Context: an optimization exercise on an open-source flow, tuned for small area, a short achievable clock period and few clock cycles. The choices shown serve that exercise and are no tape-out recipe. Only simulation tests tie the RTL to the original design; equivalence was not proved.

// kcpu_core
module kcpu_core (
    input  wire        clk,
    input  wire        rst,           
    output reg         mem_req,
    output reg         mem_we,
    output reg  [31:0] mem_addr,
    output reg  [31:0] mem_wdata,
    output reg  [3:0]  mem_wstrb,
    input  wire        mem_gnt,
    input  wire        mem_rvalid,
    input  wire [31:0] mem_rdata,
    output reg         retire,
    output reg  [31:0] retire_pc,
    output reg         fault,
    output reg  [2:0]  fault_code,
    input  wire [3:0]  dbg_idx,
    output wire [31:0] dbg_rdata
);
For scale: about 7200 cells after synthesis, roughly 640 flip-flops.
clock: 14.0 ns
lec_check: 0
cap_margin: 40
core_margin: 2
core_utilization: 34
place_density: 0.55
slew_margin: 40
standard.sh (not shown) runs the stock make flow with config.mk's settings and CLKGATE_MAP_FILE= SYNTH_SCRIPT=/design/flow/synth_recipe.tcl, a recipe that flattens the netlist after the stock synthesis.
==> flow/flow/run.sh <==
#!/bin/bash
# The standard layout (the standard.sh: ORFS synthesis to final layout),
# with a larger setup margin for ORFS's timing repair so that it also works on
# paths that already meet the clock period, and without gate cloning in that
# repair. All tool output goes to standard.log and ORFS's own logs.
set -euo pipefail
bash standard.sh SETUP_SLACK_MARGIN=7 SKIP_GATE_CLONING=1 finish > standard.log 2>&1
The baseline completed without violations.
Testbench counts at the start, summed over its fixed seeds: cycles 34,893.
Next try:
Settings changed: TNS_END_PERCENT from default to 20.
Result:
- critical path depth falls by 6
- setup slack gets worse by 0.10 ns
- worst hold slack gets worse by 0.0098 ns
Next try:
==> flow/run.sh (new file) <==
#!/bin/bash
# synth_recipe.tcl (not shown) runs the flow's synth.tcl, then flattens the netlist and writes it again
# the make line also repeats each setting of config.mk as NAME=value (left out here)
make -C /OpenROAD-flow-scripts/flow DESIGN_CONFIG=/design/flow/config.mk WORK_HOME=/design/flow/orfs CLKGATE_MAP_FILE= SYNTH_SCRIPT=/design/flow/synth_recipe.tcl finish
Settings changed: CORE_UTILIZATION 34 to 30, PLACE_DENSITY 0.55 to 0.5, SETUP_SLACK_MARGIN from default to 5, TNS_END_PERCENT 20 to default.
removed: flow/flow/run.sh
removed: flow/standard.sh
Outcome:
- cell area goes down by a few percent
- die area goes up by roughly a tenth
- synthesized cell count is unchanged
- clock-buffer cell count goes up by 1
Next try:
==> flow/flow/run.sh (new file) <==
#!/bin/bash
# The standard layout (the standard.sh: ORFS synthesis to final layout),
# with a larger setup margin for ORFS's timing repair so that it also works on
# paths that already meet the clock period, and without gate cloning in that
# repair. All tool output goes to standard.log and ORFS's own logs.
set -euo pipefail
bash standard.sh SETUP_SLACK_MARGIN=7 SKIP_GATE_CLONING=1 finish > standard.log 2>&1
==> flow/standard.sh (new file) <==
#!/bin/bash
# synth_recipe.tcl (not shown) runs the flow's synth.tcl, then flattens the netlist and writes it again
# the make line also repeats each setting of config.mk as NAME=value (left out here)
make -C /OpenROAD-flow-scripts/flow DESIGN_CONFIG=/design/flow/config.mk WORK_HOME=/design/flow/orfs CLKGATE_MAP_FILE= SYNTH_SCRIPT=/design/flow/synth_recipe.tcl "${@:-finish}"
Settings changed: CORE_UTILIZATION 30 to 37, PLACE_DENSITY 0.5 to 0.6, SETUP_SLACK_MARGIN 5 to default.
removed: flow/run.sh
- non-clock buffer count is higher by 156
- area after synthesis does not change
Next try:
Settings changed: CORE_UTILIZATION 37 to 34, CTS_BUF_LIST from default to sky130_fd_sc_hd__clkbuf_8, CTS_CLUSTER_DIAMETER from default to 40, CTS_CLUSTER_SIZE from default to 16, PLACE_DENSITY 0.6 to 0.55, TNS_END_PERCENT from default to 20.
Outcome:
- worst setup slack gets worse by 0.11 ns
- wire length is higher by 2.4%
- critical path depth is higher by 5
- sequential cell count is unchanged
- synthesized cell count is unchanged
- utilization is lower by 3.6 points
- global-route usage is lower by 2.9 points
Next try:
--- a/flow/flow/run.sh
+++ b/flow/flow/run.sh
@@ -5,3 +5,3 @@
 # repair. All tool output goes to standard.log and ORFS's own logs.
 set -euo pipefail
-bash standard.sh SETUP_SLACK_MARGIN=7 SKIP_GATE_CLONING=1 finish > standard.log 2>&1
+bash standard.sh SETUP_SLACK_MARGIN=7.3 SKIP_GATE_CLONING=1 finish > standard.log 2>&1
Settings changed: CTS_BUF_LIST sky130_fd_sc_hd__clkbuf_8 to default, CTS_CLUSTER_DIAMETER 40 to default, CTS_CLUSTER_SIZE 16 to default, TNS_END_PERCENT 20 to default.
- wire length is higher by 3.7%
- cell area is higher by 3.8%
- synthesized area stays the same
- first-iteration DRC count is lower by 2.4%
- sequential share of layout area is lower by 0.86 points

==> re-timing with driven ports <==
The results above use ideal ports. As a check the final layouts listed here were re-extracted and re-timed, cells and wires unchanged.
Step 1 sets driving cells, clkbuf_16 on the clock port and buf_2 on the other inputs (assumed; they add their load-dependent delay and slew).
Step 2 adds t to the input delays and takes it off the output delays; t is the mean of the earliest and latest rising clock arrival at the registers after step 1. Input paths then give back, and output paths get back, about the clock's delay inside the block.
a / b / c = ideal ports / drivers / drivers and shift; a / b = the first two.
run | shift t [ns] | setup WS [ns] | cell pins on the clock port's net
the first run | 0.838 | 6.761 / 6.688 / 6.688 | 1
the second run | 0.828 | 6.659 / 6.577 / 6.577 | 1
the third run | 0.833 | 5.189 / 5.093 / 5.213 | 1
the fourth run | 0.841 | 6.706 / 6.615 / 6.307 | 1
the fifth run | 1.068 | 6.598 / 6.598 / 6.598 | 1
the sixth run | 0.837 | 6.654 / 6.609 / 6.609 | 1
After both steps every run listed still meets setup and hold. The setup slack of the fourth run, which loses most, moves by -0.091 ns with the drivers and by -0.399 ns with both steps.
